This is an optimization exercise on Yosys and OpenROAD, whose aim is small area, a short achievable clock period and few clock cycles, not a production implementation.
The RTL was checked by simulation tests, not by an equivalence proof against the original design.

--- design/flow/run.sh ---
#!/bin/bash
# synth_recipe.tcl (not shown) runs the flow's synth.tcl, then flattens the netlist and writes it again
# the make line also repeats each setting of config.mk as NAME=value (left out here)
make -C /OpenROAD-flow-scripts/flow DESIGN_CONFIG=/design/flow/config.mk WORK_HOME=/design/flow/orfs CLKGATE_MAP_FILE= SYNTH_SCRIPT=/design/flow/synth_recipe.tcl finish
--- design/flow/config.mk ---
export PLATFORM = sky130hd
export DESIGN_NAME = fpu64
export DESIGN_NICKNAME = fpu64
export VERILOG_FILES = /design/flow/design.v
export SDC_FILE = /design/flow/constraint.sdc
export NUM_CORES = 4
export LEC_CHECK = 0
export ABC_AREA = 1
export CAP_MARGIN = 20
export CORE_MARGIN = 2
export CORE_UTILIZATION = 30
export SETUP_SLACK_MARGIN = 4
export SLEW_MARGIN = 20
export TNS_END_PERCENT = 0
--- design/flow/constraint.sdc ---
create_clock -name core_clock -period 10.0 [get_ports {clk}]
set_input_delay 2.0000 -clock core_clock [delete_from_list [all_inputs] [get_ports {clk}]]
set_output_delay 2.0000 -clock core_clock [all_outputs]
set_load 0.01 [all_outputs]
--- design/flow/design.v ---
module fpu64 (
  input             clk,
  input             rst,         
  input             in_valid,
  output            in_ready,
  input      [1:0]  in_op,       
  input      [63:0] in_a,
  input      [63:0] in_b,
  output reg        out_valid,
  output reg [63:0] out_result
);
  reg        v0;
  reg [1:0]  op0;
  reg [63:0] a0, b0;
  reg               v1;
  reg               mul1, div1;    
  reg               sp1;           
  reg         [1:0] spk1;          
  reg               sg1;           
  reg               zs1;           
  reg               sub1;          
  reg        [55:0] X;             
  reg        [55:0] Y;             
  reg signed [12:0] E1;            
  localparam P_START = 3'd0, P_ITER = 3'd1, P_F1 = 3'd2, P_DEN = 3'd4;
  reg  [2:0] ph;
  reg        fst;
  reg  [1:0] qnx;    
  reg  [4:0] cnt;
  reg [61:0] S, C;
  reg [55:0] Qn;          
  reg        cin, stk, negp, ylast;
  reg        [56:0] V3;            
  reg               dini;          
  reg               v3;
  reg               sp3, z3, sg3, zs3;
  reg         [1:0] spk3;
  reg         [5:0] lz3;
  reg signed [12:0] E3;
  wire done2;
  wire take0 = v0 & (~v1 | done2);
  assign in_ready = ~v0 | take0;
  always @(posedge clk) begin
    if (rst) v0 <= 1'b0;
    else if (in_ready) v0 <= in_valid;
    if (in_ready) begin
      op0 <= in_op;
      a0  <= in_a;
      b0  <= in_b;
    end
  end
  wire        sa  = a0[63];
  wire        sb  = b0[63];
  wire [10:0] ea  = a0[62:52];
  wire [10:0] eb  = b0[62:52];
  wire [51:0] fa  = a0[51:0];
  wire [51:0] fb  = b0[51:0];
  wire        ea0 = ~|ea, eb0 = ~|eb;
  wire        eam = &ea,  ebm = &eb;
  wire        fa0 = ~|fa, fb0 = ~|fb;
  wire a_zero = ea0 & fa0, b_zero = eb0 & fb0;
  wire a_inf  = eam & fa0, b_inf  = ebm & fb0;
  wire a_nan  = eam & ~fa0, b_nan = ebm & ~fb0;
  wire [10:0] ea1 = {ea[10:1], ea[0] | ea0};
  wire [10:0] eb1 = {eb[10:1], eb[0] | eb0};
  wire [52:0] ma  = {~ea0, fa};
  wire [52:0] mb  = {~eb0, fb};
  wire is_add = ~op0[1];
  wire is_mul = op0 == 2'd2;
  wire is_div = op0 == 2'd3;
  wire sbe    = sb ^ (op0 == 2'd1);
  wire        e_lt = ea < eb;
  wire        f_lt = (ea == eb) & (fa < fb);
  wire        swap = is_add & (e_lt | f_lt);
  wire [52:0] mbig = swap ? mb : ma;
  wire [52:0] msml = (is_add & e_lt) ? ma : mb;
  wire [10:0] dab  = ea1 - eb1;
  wire [10:0] dba  = eb1 - ea1;
  wire [10:0] dd   = e_lt ? dba : dab;
  wire  [5:0] sh   = ~is_add ? 6'd0 : (|dd[10:6]) ? 6'd63 : dd[5:0];
  reg [55:0] al;
  reg        ast;
  always @* begin
    al  = {msml, 3'b000};
    ast = 1'b0;
    if (sh[0]) begin ast = ast | al[0];        al = {1'd0,  al[55:1]};  end
    if (sh[1]) begin ast = ast | (|al[1:0]);   al = {2'd0,  al[55:2]};  end
    if (sh[2]) begin ast = ast | (|al[3:0]);   al = {4'd0,  al[55:4]};  end
    if (sh[3]) begin ast = ast | (|al[7:0]);   al = {8'd0,  al[55:8]};  end
    if (sh[4]) begin ast = ast | (|al[15:0]);  al = {16'd0, al[55:16]}; end
    if (sh[5]) begin ast = ast | (|al[31:0]);  al = {32'd0, al[55:32]}; end
  end
  wire signed [12:0] e_add = {2'b00, e_lt ? eb1 : ea1};
  wire signed [12:0] e_md  = $signed({2'b00, ea1}) + (is_mul ? $signed({2'b00, eb1}) : ~$signed({2'b00, eb1}))
                             + (is_mul ? -13'sd1023 : 13'sd1023);
  reg       sp;
  reg [1:0] spk;
  always @* begin
    sp  = 1'b1;
    spk = 2'd1;
    if (is_add) begin
      if (a_nan | b_nan)          spk = 2'd1;
      else if (a_inf & b_inf)     spk = (sa == sbe) ? 2'd2 : 2'd1;
      else if (a_inf | b_inf)     spk = 2'd2;
      else                        sp  = 1'b0;
    end else if (is_mul) begin
      if (a_nan | b_nan)                          spk = 2'd1;
      else if ((a_inf & b_zero) | (a_zero & b_inf)) spk = 2'd1;
      else if (a_inf | b_inf)                     spk = 2'd2;
      else if (a_zero | b_zero)                   spk = 2'd3;
      else                                        sp  = 1'b0;
    end else begin
      if (a_nan | b_nan)                          spk = 2'd1;
      else if ((a_zero & b_zero) | (a_inf & b_inf)) spk = 2'd1;
      else if (a_inf | b_zero)                    spk = 2'd2;
      else if (a_zero | b_inf)                    spk = 2'd3;
      else                                        sp  = 1'b0;
    end
  end
  wire        first = fst;              
  wire [61:0] Sg = first ? {1'b1, 61'd0} : S;
  wire [61:0] Cg = first ? 62'd0 : C;
  wire        cg = first ? 1'b0 : cin;
  wire        ng = first ? 1'b0 : negp;
  wire [14:0] yb = {Y[16:3], first ? 1'b0 : ylast};    
  wire [52:0] MM = {1'b1, X[54:3]};     
  function [55:0] booth_row;     
    input [2:0]  y;              
    input [52:0] m;
    reg          neg, one, two;
    reg   [53:0] mag;
    begin
      neg = y[2];
      one = y[1] ^ y[0];
      two = y[2] ? (~y[1] & ~y[0]) : (y[1] & y[0]);
      mag = one ? {1'b0, m} : (two ? {m, 1'b0} : 54'd0);
      booth_row = {~neg, neg, mag ^ {54{neg}}};
    end
  endfunction
  wire [55:0] br0 = booth_row(yb[2:0], MM);
  wire [55:0] br1 = booth_row(yb[4:2], MM);
  wire [55:0] br2 = booth_row(yb[6:4], MM);
  wire [55:0] br3 = booth_row(yb[8:6], MM);
  wire [55:0] br4 = booth_row(yb[10:8], MM);
  wire [55:0] br5 = booth_row(yb[12:10], MM);
  wire [55:0] br6 = booth_row(yb[14:12], MM);
  wire [75:0] R0 = {1'b0, 13'b1010101010101, br0, 1'b0, ng, 3'd0, cg};   
  wire [75:0] R1 = {12'd0, br1, 1'b0, yb[2], 6'd0};                    
  wire [75:0] R2 = {10'd0, br2, 1'b0, yb[4], 8'd0};                    
  wire [75:0] R3 = {8'd0, br3, 1'b0, yb[6], 10'd0};                    
  wire [75:0] R4 = {6'd0, br4, 1'b0, yb[8], 12'd0};                    
  wire [75:0] R5 = {4'd0, br5, 1'b0, yb[10], 14'd0};                   
  wire [75:0] R6 = {2'd0, br6, 1'b0, yb[12], 16'd0};                   
  wire [75:0] Sgx = {14'd0, Sg};
  wire [75:0] Cgx = {14'd0, Cg};
  wire [75:0] t1s = R0 ^ R1 ^ R2;
  wire [75:0] t1c = {((R0 & R1) | (R0 & R2) | (R1 & R2)), 1'b0};
  wire [75:0] t2s = R3 ^ R4 ^ R5;
  wire [75:0] t2c = {((R3 & R4) | (R3 & R5) | (R4 & R5)), 1'b0};
  wire [75:0] t3s = R6 ^ Sgx ^ Cgx;
  wire [75:0] t3c = {((R6 & Sgx) | (R6 & Cgx) | (Sgx & Cgx)), 1'b0};
  wire [75:0] t4s = t1s ^ t1c ^ t2s;
  wire [75:0] t4c = {((t1s & t1c) | (t1s & t2s) | (t1c & t2s)), 1'b0};
  wire [75:0] t5s = t2c ^ t3s ^ t3c;
  wire [75:0] t5c = {((t2c & t3s) | (t2c & t3c) | (t3s & t3c)), 1'b0};
  wire [75:0] t6s = t4s ^ t4c ^ t5s;
  wire [75:0] t6c = {((t4s & t4c) | (t4s & t5s) | (t4c & t5s)), 1'b0};
  wire [75:0] t8s = t6s ^ t6c ^ t5c;
  wire [75:0] t8c = {((t6s & t6c) | (t6s & t5c) | (t6c & t5c)), 1'b0};
  wire [14:0] mlow = {1'b0, t8s[13:0]} + {1'b0, t8c[13:0]};
  localparam ND = 4;
  wire [56:0] D2  = {3'b000, 1'b1, Y[54:3], 1'b0};    
  wire [16:0] D2w = D2[56:40];
  function [1:0] srt_sel;     
    input [3:0] s;
    input [3:0] c;
    reg   [3:0] p, g;
    reg         sgn;
    begin
      p   = s ^ c;
      g   = s & c;
      sgn = p[3] ^ (g[2] | (p[2] & g[1]) | (p[2] & p[1] & g[0]));
      srt_sel = {~sgn, sgn & ~(&p)};
    end
  endfunction
  function [33:0] csa_w;      
    input [16:0] s;
    input [16:0] c;
    input [16:0] m;
    reg   [16:0] ys, yc;
    begin
      ys = {s[15:0], 1'b0};
      yc = {c[15:0], 1'b0};
      csa_w = {ys ^ yc ^ m, ((ys[15:0] & yc[15:0]) | (ys[15:0] & m[15:0]) | (yc[15:0] & m[15:0])), 1'b0};
    end
  endfunction
  reg [56:0] ws, wc, ys2, yc2, mm;
  reg [16:0] vs, vc;
  reg [33:0] cp, cz, cn;
  reg  [1:0] qc, sp_, sz_, sn_;
  reg [ND-1:0] dqp, dqn;
  integer j;
  always @* begin
    ws = S[56:0];
    wc = C[56:0];
    vs = ws[56:40];
    vc = wc[56:40];
    qc = qnx;
    for (j = 0; j < ND; j = j + 1) begin
      dqp[ND-1-j] = qc[1];
      dqn[ND-1-j] = qc[0];
      ys2 = {ws[55:0], 1'b0};
      yc2 = {wc[55:0], 1'b0};
      mm  = qc[1] ? ~D2 : (qc[0] ? D2 : 57'd0);
      ws  = ys2 ^ yc2 ^ mm;
      wc  = {((ys2[55:0] & yc2[55:0]) | (ys2[55:0] & mm[55:0]) | (yc2[55:0] & mm[55:0])), qc[1]};
      cp  = csa_w(vs, vc, ~D2w);
      cz  = csa_w(vs, vc, 17'd0);
      cn  = csa_w(vs, vc, D2w);
      sp_ = srt_sel(cp[32:29], cp[15:12]);
      sz_ = srt_sel(cz[32:29], cz[15:12]);
      sn_ = srt_sel(cn[32:29], cn[15:12]);
      vs  = qc[1] ? cp[33:17] : (qc[0] ? cn[33:17] : cz[33:17]);
      vc  = qc[1] ? cp[16:0]  : (qc[0] ? cn[16:0]  : cz[16:0]);
      qc  = qc[1] ? sp_ : (qc[0] ? sn_ : sz_);
    end
  end
  wire div_load = (take0 & is_div) | (v1 & ph == P_START & div1 & dini & ~prenorm);
  wire [52:0] w0 = take0 ? ma : X[55:3];
  always @(posedge clk) qnx <= div_load ? 2'b10 : qc;
  wire        [55:0] Qo  = (ph == P_START) ? 56'd0 : X;
  wire        [55:0] QMo = Qn;
  reg [ND-1:0] lq, lqm;
  reg          hq, hqm, t;      
  integer k;
  always @* begin
    lq = {ND{1'b0}}; lqm = {ND{1'b1}}; hq = 1'b0; hqm = 1'b1;
    for (k = ND - 1; k >= 0; k = k - 1) begin
      if (dqp[k]) begin           
        lqm = {lq[ND-2:0], 1'b0};
        lq  = {lq[ND-2:0], 1'b1};
        hqm = hq;
      end else if (dqn[k]) begin  
        lq  = {lqm[ND-2:0], 1'b1};
        lqm = {lqm[ND-2:0], 1'b0};
        hq  = hqm;
      end else begin              
        lq  = {lq[ND-2:0], 1'b0};
        lqm = {lqm[ND-2:0], 1'b1};
      end
    end
  end
  wire        [55:0] Qnew  = {(hq  ? QMo[55-ND:0] : Qo[55-ND:0]), lq};
  wire        [55:0] QMnew = {(hqm ? QMo[55-ND:0] : Qo[55-ND:0]), lqm};
  wire add_op = ~mul1 & ~div1;
  reg  [56:0] ca, cb;
  reg         c0, cor;
  wire [56:0] Wr   = csum0;
  wire        w_z  = ~|Wr;
  wire        w_md = ((Wr ^ D2) == {(Wr[55:0] | D2[55:0]), 1'b0});
  wire        rem_nz = ~(w_z | w_md);
  wire [56:0] vdiv = {(Wr[56] ? Qn : X), rem_nz};
  always @* begin
    ca = {1'b0, X}; cb = {1'b0, Y}; c0 = 1'b0; cor = 1'b0;
    if (ph == P_START) begin
      ca = {1'b0, X}; cb = sub1 ? ~{1'b0, Y} : {1'b0, Y}; c0 = sub1;
    end else if (ph == P_F1 & mul1) begin
      ca = {S[55:0], cin}; cb = {C[55:0], cin}; cor = stk;
    end else begin
      ca = S[56:0]; cb = C[56:0];
    end
  end
  wire [57:0] csum1 = {ca, c0} + {cb, c0};     
  wire [56:0] csum0 = csum1[57:1];
  wire [56:0] csum  = {csum0[56:1], csum0[0] | cor};
  function [6:0] lzc64;    
    input [63:0] x;
    reg [31:0] v1; reg [31:0] c1;
    reg [15:0] v2; reg [31:0] c2;
    reg  [7:0] v3; reg [23:0] c3;
    reg  [3:0] v4; reg [15:0] c4;
    reg  [1:0] v5; reg  [9:0] c5;
    integer i;
    begin
      for (i = 0; i < 32; i = i + 1) begin
        v1[i] = x[2*i+1] | x[2*i];
        c1[i] = ~x[2*i+1];
      end
      for (i = 0; i < 16; i = i + 1) begin
        v2[i] = v1[2*i+1] | v1[2*i];
        c2[2*i +: 2] = v1[2*i+1] ? {1'b0, c1[2*i+1]} : {1'b1, c1[2*i]};
      end
      for (i = 0; i < 8; i = i + 1) begin
        v3[i] = v2[2*i+1] | v2[2*i];
        c3[3*i +: 3] = v2[2*i+1] ? {1'b0, c2[2*(2*i+1) +: 2]} : {1'b1, c2[2*(2*i) +: 2]};
      end
      for (i = 0; i < 4; i = i + 1) begin
        v4[i] = v3[2*i+1] | v3[2*i];
        c4[4*i +: 4] = v3[2*i+1] ? {1'b0, c3[3*(2*i+1) +: 3]} : {1'b1, c3[3*(2*i) +: 3]};
      end
      for (i = 0; i < 2; i = i + 1) begin
        v5[i] = v4[2*i+1] | v4[2*i];
        c5[5*i +: 5] = v4[2*i+1] ? {1'b0, c4[4*(2*i+1) +: 4]} : {1'b1, c4[4*(2*i) +: 4]};
      end
      lzc64 = {~(v5[1] | v5[0]), v5[1] ? {1'b0, c5[9:5]} : {1'b1, c5[4:0]}};
    end
  endfunction
  wire [63:0] mark  = (~|E1[12:6]) ? (64'h8000000000000000 >> E1[5:0]) : 64'd0;
  wire  [6:0] lzr   = lzc64({csum, 7'd0} | mark);
  wire        czero = ~|csum;
  wire  [5:0] lzl   = lzr[5:0];
  wire prenorm = (mul1 | div1) & ~sp1 & (~X[55] | ~Y[55]);
  reg signed [12:0] E1n;
  reg               e_ok, e_z, e_lo;      
  always @* begin
    E1n = E1;
    if (take0)
      E1n = is_add ? e_add : e_md;
    else if (v1 & ph == P_START & prenorm)
      E1n = E1 - {12'd0, ~X[55]} + ((div1 & ~Y[55]) ? 13'sd1 : (~Y[55] ? -13'sd1 : 13'sd0));
    else if (v1 & ph == P_DEN)
      E1n = e_lo ? 13'sd1 : E1 + 13'sd1;
  end
  always @(posedge clk) begin
    E1   <= E1n;
    e_ok <= ~E1n[12] & (E1n != 13'sd0);
    e_z  <= E1n == 13'sd0;
    e_lo <= E1n < -13'sd60;
  end
  assign done2 = v1 & ((ph == P_START & (sp1 | add_op)) |
                       (ph == P_F1 & e_ok) |
                       (ph == P_DEN & (e_z | e_lo)));
  always @(posedge clk) begin
    if (mul1) begin
      S   <= t8s[75:14];
      C   <= t8c[75:14];
      cin <= mlow[14];
      negp  <= yb[14];
      ylast <= yb[14];
      stk <= (first ? 1'b0 : stk) | (|mlow[13:0]);
    end else begin
      S   <= {5'd0, ws};
      C   <= {5'd0, wc};
    end
    if (div_load) begin
      S   <= {9'd0, w0};
      C   <= 62'd0;
    end
    Qn <= div_load ? {56{1'b1}} : QMnew;
    V3 <= (div1 & ph == P_F1) ? vdiv : csum;
    if (ph == P_DEN) begin
      if (e_lo) V3 <= {56'd0, |V3};
      else      V3 <= {1'b0, V3[56:2], V3[1] | V3[0]};
    end
    lz3 <= (ph == P_DEN) ? 6'd1 : (div1 & ph == P_F1) ? {5'd0, ~vdiv[56]} : lzl;
    z3  <= czero & add_op;
    E3  <= (ph == P_DEN) ? 13'sd1 : E1;
    sp3 <= sp1; spk3 <= spk1; sg3 <= sg1; zs3 <= zs1;
    if (take0) begin
      X    <= {mbig, 3'b000};
      Y    <= (is_add & f_lt) ? {ma, 3'b000} : {al[55:1], al[0] | ast};
      mul1 <= is_mul;
      div1 <= is_div;
      sp1  <= sp;
      spk1 <= spk;
      sg1  <= is_add ? (swap ? sbe : sa) : (sa ^ sb);
      zs1  <= sa & sbe;
      sub1 <= sa ^ sbe;
      ph   <= P_START;
      fst  <= 1'b1;
      dini <= 1'b0;
      cnt  <= 5'd0;
    end else if (v1) begin
      case (ph)
        P_START: begin
          if (prenorm) begin
            if (~X[55]) X <= {X[54:0], 1'b0};
            if (~Y[55]) Y <= {Y[54:0], 1'b0};
            dini <= 1'b1;
          end else if (div1 & dini) begin
            dini <= 1'b0;              
          end else begin
            fst <= 1'b0;
          end
          if (~prenorm & ~sp1 & ~add_op & ~(div1 & dini)) begin
            ph  <= P_ITER;
            cnt <= 5'd1;
            if (mul1) Y <= {14'd0, Y[55:14]};
            else      X <= Qnew;
          end
        end
        P_ITER: begin
          cnt <= cnt + 5'd1;
          if (mul1) begin
            Y <= {14'd0, Y[55:14]};
            if (cnt == 5'd3) ph <= P_F1;
          end else begin
            X <= Qnew;
            if (cnt == 56 / ND - 1) ph <= P_F1;    
          end
        end
        P_F1: begin
          if (~e_ok) ph <= P_DEN;
        end
        default: ;  
      endcase
    end
    if (rst) begin
      v1 <= 1'b0;
      v3 <= 1'b0;
    end else begin
      if (take0)      v1 <= 1'b1;
      else if (done2) v1 <= 1'b0;
      v3 <= done2;
    end
  end
  wire        [56:0] Vs  = V3 << lz3;
  wire signed [12:0] Ef  = E3 + 13'sd1 - $signed({7'd0, lz3});
  wire        [52:0] sig = Vs[56:4];
  wire               rup = Vs[3] & (Vs[2] | Vs[1] | Vs[0] | sig[0]);
  wire        [53:0] R   = {1'b0, sig} + {53'd0, rup};
  wire               ovf = (Ef >= 13'sd2047) | (R[53] & (Ef == 13'sd2046));
  wire        [10:0] ef1 = Ef[10:0] + 11'd1;
  wire        [10:0] ef  = R[53] ? ef1 : (R[52] ? Ef[10:0] : 11'd0);
  reg         [63:0] res;
  always @* begin
    if (sp3)
      case (spk3)
        2'd2:    res = {sg3, 11'h7FF, 52'd0};
        2'd3:    res = {sg3, 63'd0};
        default: res = 64'h7FF8000000000000;
      endcase
    else if (z3)  res = {zs3, 63'd0};
    else if (ovf) res = {sg3, 11'h7FF, 52'd0};
    else          res = {sg3, ef, R[51:0]};
  end
  always @(posedge clk) begin
    out_result <= res;
    if (rst) out_valid <= 1'b0;
    else     out_valid <= v3;
  end
endmodule
==> results of run 1 <==
## logic make-up (layout without fill, tap and decap cells)
kind of cell    count (synthesis)  count (layout)
flops                         607             607
xor+xnor                      577             577
mux                            30              30
fa+ha+maj                    1030            1030
compound gates               2527            2527
simple gates                 3892            3900
other cells                     0              37
buf+inv                      2086            2021
## critical path: cells and delay by family, from the launching register on
| kind | cells | cell delay, ps |
|---|---|---|
| AOI/OAI and AO/OA | 2 | 460 |
| DFF | 1 | 700 |
| adders and majority gates | 5 | 2580 |
| buffers and inverters | 4 | 1860 |
| xor gates and xnor gates | 1 | 230 |
| and+or+nand+nor | 1 | 60 |
## worst max path at each step
stage	start	to	slack, ps	cells past startpoint
floorplan	Y[54]	S[14]	3950	30
global placement	Y[53]	S[13]	2210	30
detailed placement	Y[53]	S[15]	1970	30
CTS	ph[0]	V3[0]	3920	32
global route	Y[54]	S[49]	3850	32
finish	Y[11]	S[35]	3890	13
## metal layers
metal  global-route usage  share of wire
met5              0.00292         0.0012
met4                0.193          0.081
met3                0.108           0.14
met2                0.413           0.40
met1                0.371           0.38
## placed cells by master (no fill, tap or decap), types with 65 or more instances in the layout
cell type        instances
a21oi_1                609
edfxtp_1               250
o22ai_1                463
dfxtp_1                344
ha_1                   380
clkinv_1                73
fa_1                   620
xor2_1                 467
o21ai_1                 94
o211ai_1                87
buf_4                  214
nor4_1                  69
nand4_1                 82
o221ai_1               113
nor3_1                  65
nand3_1                786
clkdlybuf4s50_1        198
nor2_1                 733
nand2_1               2002
clkbuf_16               89
xnor2_1                 89
o21ai_0                890
inv_1                 1275
## final cells by class
type / count / area (µm²)
Tap cell: 3366 / 4210
Timing Repair Buffer: 463 / 4590
Inverter: 1421 / 5480
Clock buffer: 99 / 2180
Sequential cell: 607 / 14700
Antenna cell: 37 / 92.6
Fill cell: 27177 / 167000
Clock inverter: 38 / 424
Multi-Input combinational cell: 8064 / 55300
## per-stage QoR
step | setup WS (ps) | instances
CTS | 3920 | 14005
detailed placement | 1970 | 13832
finish | 3890 | 14095
global placement | 2210 | 13831
floorplan | 3950 | 10749
global route | 3850 | 14060
## cell usage after synthesis (11+ instances only)
library cell,count
nand2_1,2018
inv_1,1308
o21ai_0,939
nand3_1,786
nor2_1,755
a21oi_1,629
fa_1,621
clkbuf_1,509
xor2_1,483
o22ai_1,468
ha_1,409
dfxtp_1,357
edfxtp_1,250
o221ai_1,113
xnor2_1,93
o211ai_1,87
clkinv_1,83
nand4_1,82
nor4_1,71
buf_2,68
nor3_1,68
o21ai_1,67
a22o_1,61
buf_1,56
mux2i_1,29
inv_2,28
o21bai_1,24
buf_4,22
or2_2,20
a211oi_1,18
a31oi_1,15
nor2_2,13
a21o_1,12
o21a_1,12
o31ai_1,12
a221oi_1,11
nand2_2,11
## state kept, by name, indices dropped and copies added (netlist names), 2 cells and up
signal and flops:
spk1 2, E3 13, a0 64, op0 2, qnx 2, S 60, V3 57, X 56
Qn 56, spk3 2, E1 13, C 60, b0 64, cnt 5, ph 3, out_result 64
Y 56, lz3 6
## repair_timing
| action | CTS | global route |
|---|---|---|
| resized for setup | 130 | 246 |
| setup endpoints to repair | 314 | 338 |
| gates cloned | 8 | 13 |
| buffers inserted | 28 | 40 |
| pin swaps | 9 | 28 |
==> impl_metrics.env, run 1 <==
export IMPL_drc_errors=0
export IMPL_async_flop_share=0
export IMPL_cts_hold_buffers=0
export IMPL_clk_path_buf_depth=3
export IMPL_path_max_fanout=38
export IMPL_max_cap_violations=0
export IMPL_antenna_found_initial=32
export IMPL_synth_area_um2=76800
export IMPL_yosys_register_bits=607
export IMPL_globalplace_congestion=1.08
export IMPL_clkTransAtPathRegs_ps=70
export IMPL_final_area_um2=87000
export IMPL_fin_crit_sh=0.611
export IMPL_max_slew_margin_rel=0.157
export IMPL_skew_ps=42.1
export IMPL_crit_path_max_incr_delay_ps=750
export IMPL_synth_nets=11912
export IMPL_critical_path_class="reg2reg"
export IMPL_synth_area_leaders="fa_1, nand2_1, edfxtp_1"
export IMPL_setup_viol=0
export IMPL_whs_path_depth=0
export IMPL_synth_avg_cell_area_um2=7.15
export IMPL_clk_latency_ps=750
export IMPL_viasPerCell=5.77
export IMPL_worstSetupEndpointType="flop"
export IMPL_rrSetupSlack_ps=3890
export IMPL_yosys_warnings=1
export IMPL_die_y_um=510
export IMPL_synth_cells=10749
export IMPL_maxSlewViolCount=0
export IMPL_fin_util=0.342
export IMPL_synthAdderAreaFrac=0.228
export IMPL_min_from="spk1[0]"
export IMPL_fin_crit_ps=6110
export IMPL_cp_slowest_cell="clkinvlp_4"
export IMPL_cp_required_ps=10620
export IMPL_crit_chain="clkinvlp_4 -> ha_1 -> clkinv_1 -> buf_4 -> o22ai_1 -> xor2_1 -> fa_1 -> fa_1 -> fa_1 -> inv_1 -> fa_1 -> o22ai_1 -> nor2_1"
export IMPL_hold_end="spk3[0]"
export IMPL_root_buffer="clkbuf_16"
export IMPL_core_region_area_um2=254000
export IMPL_critPathLaunchType="flop"
export IMPL_clock_sinks=607
export IMPL_die_x_um=510
export IMPL_synth_distinct_cells=82
export IMPL_synth_top_family_by_area="adder cells"
export IMPL_tritoncts="built"
export IMPL_final_antenna_net_count=0
export IMPL_placed_cell_area_um2=81900
export IMPL_grt_pass1_vias=75069
export IMPL_area_growth_pct=13.2
export IMPL_die_area_um2=260000
export IMPL_drt_wl_total_um=396000
export IMPL_first_pass_iters=13
export IMPL_portBuffers=198
export IMPL_ys_flop_type="dfxtp_1"
export IMPL_finalHoldViolations=0
export IMPL_vias=81330
export IMPL_synth_edf_count=250
export IMPL_status="complete, no violations"
export IMPL_fin_nets=11796
export IMPL_cts_max_level=3
export IMPL_timing_hold_ws_ps=350
export IMPL_synth_xor_area_frac=0.0659
export IMPL_dr_first_iter_drc_count=11438
export IMPL_critPathArrivalTime_ps=6730
export IMPL_boundaryPins=199
export IMPL_synth_compound_area_frac=0.190
export IMPL_placementRows=185
export IMPL_finalSetupTns_ps=0
export IMPL_clock_fmax_mhz=164
export IMPL_synth_seq_area_share=0.191
export IMPL_grt_max_degree=122
export IMPL_track_usage=0.293
export IMPL_crit_top_cell="fa_1"
export IMPL_grt_pass1_wl_um=553000
export IMPL_r2r_start="Y[11]"
export IMPL_grt_ovfl_total=0
export IMPL_initial_core_util=0.302
export IMPL_post_drt_wl_per_cell_um=28.1
export IMPL_synth_top_area_frac=0.162
export IMPL_drive_gt1_frac=0.0695
export IMPL_cts_made_buffers=76
export IMPL_worst_slew_pin_slew_ps=1250
export IMPL_hold_path_class="reg2reg"
export IMPL_synthMuxAreaShare=0.00392
export IMPL_regToRegEndpoint="S[35]"
export IMPL_yosys_area_share_simple=0.216
export IMPL_rsz0062_at_grt="true"
export IMPL_r2r_cells=13
export IMPL_yosys_area_top_type="fa_1"
export IMPL_dpl_hpwl_um=294000
Testbench counts, summed over its fixed seeds: cycles 60,392.
==> run 2, diff against run 1 <==
--- a/design/flow/config.mk
+++ b/design/flow/config.mk
@@ -9,6 +9,6 @@
 export CAP_MARGIN = 20
 export CORE_MARGIN = 2
 export CORE_UTILIZATION = 30
-export SETUP_SLACK_MARGIN = 4
+export SETUP_SLACK_MARGIN = 5
 export SLEW_MARGIN = 20
 export TNS_END_PERCENT = 0
==> impl_metrics.env, run 2 <==
export IMPL_fin_ws_ps=4070
export IMPL_boundaryPins=199
export IMPL_final_antenna_net_count=0
export IMPL_die_x_um=510
export IMPL_cp_required_ps=10620
export IMPL_drive_gt1_frac=0.0843
export IMPL_post_synth_top_count_cell="nand2_1"
export IMPL_clock_fmax_mhz=169
export IMPL_yosys_warnings=1
export IMPL_synth_distinct_cells=82
export IMPL_worst_slew_pin_slew_ps=1320
export IMPL_die_area_um2=260000
export IMPL_synth_area_um2=76800
export IMPL_antenna_found_initial=29
export IMPL_initial_core_util=0.302
export IMPL_vias=81878
export IMPL_finalSetupTns_ps=0
export IMPL_cts_max_level=3
export IMPL_final_cell_mix="nand2_1, inv_1, o21ai_0, nand3_1, nor2_1"
export IMPL_synth_seq_area_share=0.191
export IMPL_tritoncts="built"
export IMPL_clock_sinks=607
export IMPL_portBuffers=198
export IMPL_finalHoldViolations=0
export IMPL_ys_top_cells_by_count="nand2_1, inv_1, o21ai_0"
export IMPL_async_flop_share=0
export IMPL_path_delay_family="adder cells"
export IMPL_dpl_hpwl_um=294000
export IMPL_drc_errors=0
export IMPL_grt_pass1_wl_um=558000
export IMPL_max_slew_margin_rel=0.111
export IMPL_globalplace_congestion=1.08
export IMPL_area_growth_pct=14.6
export IMPL_clk_latency_ps=740
export IMPL_yosys_area_top_type="fa_1"
export IMPL_fin_nets=11841
export IMPL_cp_num_buf_inv=4
export IMPL_fin_crit_ps=5930
export IMPL_grt_max_degree=122
export IMPL_path_max_fanout=38
export IMPL_crit_chain="clkinv_2 -> ha_1 -> clkinv_1 -> buf_4 -> o22ai_1 -> xor2_1 -> fa_1 -> fa_1 -> fa_1 -> inv_1 -> fa_1 -> o22ai_1 -> nor2_1"
export IMPL_setup_viol=0
export IMPL_hold_path_class="reg2reg"
export IMPL_track_usage=0.296
export IMPL_die_y_um=510
export IMPL_synth_area_leaders="fa_1, nand2_1, edfxtp_1"
export IMPL_grt_pass1_vias=75468
export IMPL_placementRows=185
export IMPL_ys_flop_type="dfxtp_1"
export IMPL_first_pass_iters=9
export IMPL_drt_wl_total_um=400000
export IMPL_max_cap_violations=0
export IMPL_r2r_cells=13
export IMPL_crit_path_max_incr_delay_ps=690
export IMPL_clk_path_buf_depth=3
export IMPL_grt_ovfl_total=0
export IMPL_critPathArrivalTime_ps=6550
export IMPL_rsz0062_at_grt="true"
export IMPL_worstSetupEndpointType="flop"
export IMPL_skew_ps=37.7
export IMPL_synth_nets=11912
export IMPL_viasPerCell=5.79
export IMPL_whs_path_depth=0
export IMPL_cts_made_buffers=76
export IMPL_dp_slack_ps=1970
export IMPL_timing_hold_ws_ps=353
export IMPL_final_common_cell="nand2_1"
export IMPL_synth_top_area_frac=0.162
export IMPL_synth_avg_cell_area_um2=7.15
export IMPL_synth_edf_count=250
export IMPL_root_buffer="clkbuf_16"
export IMPL_synth_cells=10749
export IMPL_critPathLaunchType="flop"
export IMPL_yosys_register_bits=607
export IMPL_path_depth=13
export IMPL_critical_path_class="reg2reg"
export IMPL_maxSlewViolCount=0
export IMPL_fin_crit_sh=0.593
export IMPL_dr_first_iter_drc_count=12012
export IMPL_core_region_area_um2=254000
export IMPL_crit_top_cell="fa_1"
export IMPL_top_regs="a0: 64 flops, b0: 64 flops, out_result: 64 flops"
export IMPL_rrSetupSlack_ps=4070
export IMPL_status="complete, no violations"
export IMPL_post_drt_wl_per_cell_um=28.3
export IMPL_cp_slowest_cell="edfxtp_1"
export IMPL_clkTransAtPathRegs_ps=70
run 2: cells by family after synthesis:
kind of cell | count (synthesis) | share of synthesized area
buf+inv | 2086 | 0.105
simple gates | 3892 | 0.216
mux | 30 | 0.00392
flops | 607 | 0.191
compound gates | 2527 | 0.190
xor+xnor | 577 | 0.0659
fa+ha+maj | 1030 | 0.228
run 2: routing by layer:
layer	part of all wire	routed length [µm]	GRT usage	vias up
met2	0.40	161000	0.420	5857
met3	0.14	55800	0.113	1308
met4	0.081	32400	0.190	26
met1	0.38	151000	0.374	38960
met5	0.00071	284	0.00274	-
li1	-	-	-	35727
run 2: final timing paths:
| path | startpoint | endpoint |
|---|---|---|
| worst max-delay path | Y[11] | S[28] |
| worst min-delay path | spk1[0] | spk3[0] |
| worst max register to register | Y[11] | S[28] |
| worst min register to register | spk1[0] | spk3[0] |
run 2: through the flow:
| step | instances | utilization | instance area (µm²) |
|---|---|---|---|
| finish | 14133 | 0.346 | 88000 |
| global route | 14104 | 0.346 | 87900 |
| CTS | 14041 | 0.340 | 86400 |
| detailed placement | 13832 | 0.322 | 81900 |
| global placement | 13831 | 0.322 | 81900 |
| floorplan | 10749 | - | 76800 |
run 2: cell type report:
| cell class | instances | area (µm²) |
|---|---|---|
| fillers | 27082 | 166000 |
| multi-input cells | 8064 | 55900 |
| flip-flops and latches | 607 | 14700 |
| inverters | 1421 | 5510 |
| repair buffers | 508 | 5070 |
| well taps | 3366 | 4210 |
| clock buffers | 99 | 2180 |
| clock inverters | 38 | 424 |
| diodes | 30 | 75.1 |
run 2: timing repair:
action	in CTS	in global routing
hold buffers	0	0
setup buffers	57	51
cloned	15	11
pin swaps	29	65
endpoints found under the setup margin	518	416
gates resized for setup	284	272
run 2: worst reg2reg max path, stage by stage (launching register included):
cell      delay (ps)
edfxtp_1         690
clkinv_2         640
ha_1             590
clkinv_1         540
buf_4            530
o22ai_1          340
xor2_1           210
fa_1             470
fa_1             500
fa_1             490
inv_1             50
fa_1             420
o22ai_1          280
nor2_1            70

## separate check: timing with driven ports
No port has a modelled driver above. Below, the same layouts with a new extraction and two added sets of constraints. Step 1 (the two cells are an assumption about what drives the block):
set clk [get_ports {clk}]
set_driving_cell -lib_cell sky130_fd_sc_hd__clkbuf_16 $clk
set_driving_cell -lib_cell sky130_fd_sc_hd__buf_2 [delete_from_list [all_inputs] $clk]
Step 2 moves the port delays by t, midway between the first and last clock arrival at a register: inputs arrive t later, outputs are due t later. That takes back most of the time a late clock gives input paths. a / b / c = no drivers / after step 1 / after step 2; a / b = the first two.
run	shift t [ns]	setup WS [ns]	hold slack, ns	worst data-port slew with drivers (ns)
run 1	0.841	3.890 / 3.890 / 3.890	0.350 / 0.350 / 0.350	0.11
run 2	0.833	4.073 / 4.073 / 4.073	0.353 / 0.353 / 0.353	0.10
After both steps every run listed still meets setup and hold.
